This design comes from an exercise in tuning for small area, a short achievable clock period and few clock cycles on the open sky130 flow, not from production work. Where RTL was checked, it was by simulation tests only, not by an equivalence proof against the original. Power and IR drop assume default switching activity.

## spse_enc4
module spse_enc4 (
    input  wire         clk,
    input  wire         rst_n,
    input  wire [3:0]   mv_valid,
    output wire [3:0]   mv_ready,
    input  wire [127:0] mv_steps,
    input  wire [3:0]   smp_valid,
    output wire [3:0]   smp_ready,
    input  wire [127:0] smp_ticks,
    output wire [3:0]   desc_valid,
    input  wire [3:0]   desc_ready,
    output wire [127:0] desc_data
);
For scale: about 410 I/O pins, about 27000 µm² of cells after synthesis.
make LEC_CHECK=0 CAP_MARGIN=20 CORE_MARGIN=2 CORE_UTILIZATION=40 SLEW_MARGIN=20 finish   # period 11.0 ns
run.sh (not shown) runs the stock make flow with config.mk's settings and CLKGATE_MAP_FILE= SYNTH_SCRIPT=/design/flow/synth_recipe.tcl, a recipe that flattens the netlist after the stock synthesis.
Rerun with:
==> flow/flow/run.sh (new file) <==
#!/bin/bash
# The standard layout, with two changes to how it is made:
#  - ports are buffered with buf_1 instead of the flow's default pick
#  - timing repair aims at a setup slack margin of SETUP_MARGIN ns, so the
#    layout is optimised for a shorter period than the 11 ns constraint
#    (the constraints themselves are unchanged)
set -euo pipefail
SETUP_MARGIN=$(cat flow/setup_margin.txt)
bash standard.sh finish \
  "SETUP_SLACK_MARGIN=${SETUP_MARGIN}" \
  "BUFFER_PORTS_ARGS=-buffer_cell sky130_fd_sc_hd__buf_1" \
  > standard_make.log 2>&1
==> flow/flow/setup_margin.txt (new file) <==
7.5
==> flow/standard.sh (new file) <==
#!/bin/bash
# synth_recipe.tcl (not shown) runs the flow's synth.tcl, then flattens the netlist and writes it again
# the make line also repeats each setting of config.mk as NAME=value (left out here)
make -C /OpenROAD-flow-scripts/flow DESIGN_CONFIG=/design/flow/config.mk WORK_HOME=/design/flow/orfs CLKGATE_MAP_FILE= SYNTH_SCRIPT=/design/flow/synth_recipe.tcl "${@:-finish}"
CORE_UTILIZATION = 75   (was 40)
CTS_BUF_LIST = sky130_fd_sc_hd__clkbuf_2 sky130_fd_sc_hd__clkbuf_4 sky130_fd_sc_hd__clkbuf_8   (was not set)
CTS_CLUSTER_SIZE = 40   (was not set)
PLACE_DENSITY = 0.8   (was not set)
removed: flow/run.sh
After rerunning:
- clock skew goes up by 0.014 ns
- combinational power fell by about 4.4%
- utilization increases by 39 points
- worst setup slack improves by 0.99 ns
- routed wire length is higher by 8.6%
- synthesized cell count is unchanged
Rerun with:
CORE_UTILIZATION = 40   (was 75)
CTS_BUF_LIST = not set   (was sky130_fd_sc_hd__clkbuf_2 sky130_fd_sc_hd__clkbuf_4 sky130_fd_sc_hd__clkbuf_8)
CTS_CLUSTER_SIZE = not set   (was 40)
PLACE_DENSITY = not set   (was 0.8)
=> Clock-buffer cell count came out lower by 44. Setup slack got worse by 0.0033 ns. Fmax stays flat.
Rerun with:
CORE_UTILIZATION = 60   (was 40)
CTS_BUF_LIST = sky130_fd_sc_hd__clkbuf_4 sky130_fd_sc_hd__clkbuf_8   (was not set)
CTS_CLUSTER_SIZE = 30   (was not set)
Result: Synthesized area stays the same; setup slack gains 0.11 ns; via count increases by 3.0%; die area decreases by 33%; utilization increases by 22 points; clock power decreases by about 10%; power decreases by 5.0%; sequential power barely changes; hold slack gains 0.0082 ns; final area decreases by 2.7%.
Function was not checked in any run of this note: the RTL went through the layout flow alone.

---

spse_enc4, a different RTL version from the one above (not shown whole).
Size: about 2900 cells after synthesis, ~410 I/O pins.
==> flow/config.mk <==
export PLATFORM = sky130hd
export DESIGN_NAME = spse_enc4
export DESIGN_NICKNAME = spse_enc4
export VERILOG_FILES = /design/flow/design.v
export SDC_FILE = /design/flow/constraint.sdc
export NUM_CORES = 4
export LEC_CHECK = 0
export CAP_MARGIN = 20
export CORE_MARGIN = 2
export CORE_UTILIZATION = 55
export CTS_BUF_LIST = sky130_fd_sc_hd__clkbuf_8 sky130_fd_sc_hd__clkbuf_16
export CTS_CLUSTER_DIAMETER = 70
export CTS_CLUSTER_SIZE = 16
export SLEW_MARGIN = 20
export SYNTH_HIERARCHICAL = 1
==> flow/constraint.sdc <==
create_clock -name core_clock -period 11.0 [get_ports {clk}]
set_input_delay 2.2000 -clock core_clock [delete_from_list [all_inputs] [get_ports {clk}]]
set_output_delay 2.2000 -clock core_clock [all_outputs]
set_load 0.01 [all_outputs]
standard.sh (not shown) runs the stock make flow with config.mk's settings and CLKGATE_MAP_FILE= SYNTH_SCRIPT=/design/flow/synth_recipe.tcl, a recipe that flattens the netlist after the stock synthesis.
==> flow/flow/run.sh <==
#!/bin/bash
# The standard layout, with these changes to how it is made:
#  - synthesis leaves out the flow's Kogge-Stone carry map for adders
#    (SYNTH_OPERATIONS_ARGS replaces the default "-extra-map
#    lcu_kogge_stone.v"; -booth only affects multipliers, of which the
#    design has none), so adders keep Yosys's own smaller carry logic;
#    registers and their names are unchanged; nor does it map adders to
#    the library's half/full adder cells (ADDER_MAP_FILE empty), leaving
#    them to ABC with the rest of the logic
#  - ports are buffered with buf_1 instead of the flow's default pick
#  - timing repair aims at a setup slack margin (ns) so that the layout is
#    optimised for a shorter period than the 11 ns constraint; the margin
#    for the repair right after synthesis and the one for the later
#    repairs (after CTS and global routing) are read from flow/margins.txt
#    (the constraints themselves are unchanged)
set -euo pipefail
read -r FP_MARGIN LATE_MARGIN < flow/margins.txt
BUF="BUFFER_PORTS_ARGS=-buffer_cell sky130_fd_sc_hd__buf_1"
OPS="SYNTH_OPERATIONS_ARGS=-booth"
ADD="ADDER_MAP_FILE="
bash standard.sh floorplan "$OPS" "$ADD" "SETUP_SLACK_MARGIN=${FP_MARGIN}" "$BUF" > standard_make_1.log 2>&1
bash standard.sh finish "$OPS" "$ADD" "SETUP_SLACK_MARGIN=${LATE_MARGIN}" "$BUF" > standard_make_2.log 2>&1
==> flow/flow/margins.txt <==
0 7.5
Testbench counts at the start, summed over its fixed seeds: cycles 2,549.
Then changed:
- CORE_UTILIZATION: 55 -> 60
Effect: Clock power shrinks by 16%; total power went down by 4.3%; synthesized area is unchanged; utilization climbs by 4.0 points; sequential share of layout area grows by 0.82 points; setup slack is better by 0.025 ns; register-to-register slack improved by 0.07 ns; count of clock-buffer cells in the layout goes down by 8; clock skew drops by 0.0061 ns.
Then changed:
- CTS_BUF_LIST: sky130_fd_sc_hd__clkbuf_8 sky130_fd_sc_hd__clkbuf_16 -> sky130_fd_sc_hd__clkbuf_16
- CTS_CLUSTER_DIAMETER: 70 -> 80
- CTS_CLUSTER_SIZE: 16 -> 24
The changed run ran to the end with no violations.
Total power came out lower by 0.88%.
Final area came out higher by 0.50%.
Count of clock-buffer cells in the layout came out lower by 5.
Hold slack is about the same.
Worst setup slack degrades by 0.0063 ns.
Synthesized area does not change.
Via count came out lower by 0.36%.
Utilization came out higher by 0.34 points.
Combinational power stays flat.
Fmax is about the same.

==> static timing again, ports no longer ideal <==
No port has a modelled driver above. Below, the same layouts with a new extraction and two added sets of constraints.
Step 1, drivers: a clkbuf_16 drives clk and a buf_2 each remaining input, both assumed.
Step 2 adds t to the input delays and takes it off the output delays; t is the mean of the earliest and latest rising clock arrival at the registers after step 1. Input paths then give back, and output paths get back, about the clock's delay inside the block.
Three values: ideal ports, drivers, drivers and shift; two values: the first two.
run | t, ns | slack for setup (ns) | clock arrival spread, ns
the first run of note 1 | 0.653 | 6.115 / 6.150 / 5.497 | 0.013 / 0.012
the second run of note 1 | 0.675 | 7.100 / 7.119 / 6.444 | 0.024 / 0.024
the third run of note 1 | 0.645 | 7.097 / 7.119 / 6.474 | 0.026 / 0.026
the fourth run of note 1 | 0.718 | 7.206 / 7.224 / 6.507 | 0.028 / 0.029
the first run of note 2 | 0.613 | 7.477 / 7.509 / 6.897 | 0.026 / 0.027
the second run of note 2 | 0.656 | 7.502 / 7.519 / 6.867 | 0.018 / 0.018
the third run of note 2 | 0.635 | 7.496 / 7.487 / 6.853 | 0.019 / 0.019
After both steps every run listed still meets setup and hold. The setup slack of the fourth run of note 1, which loses most, moves by +0.018 ns with the drivers and by -0.699 ns with both steps.
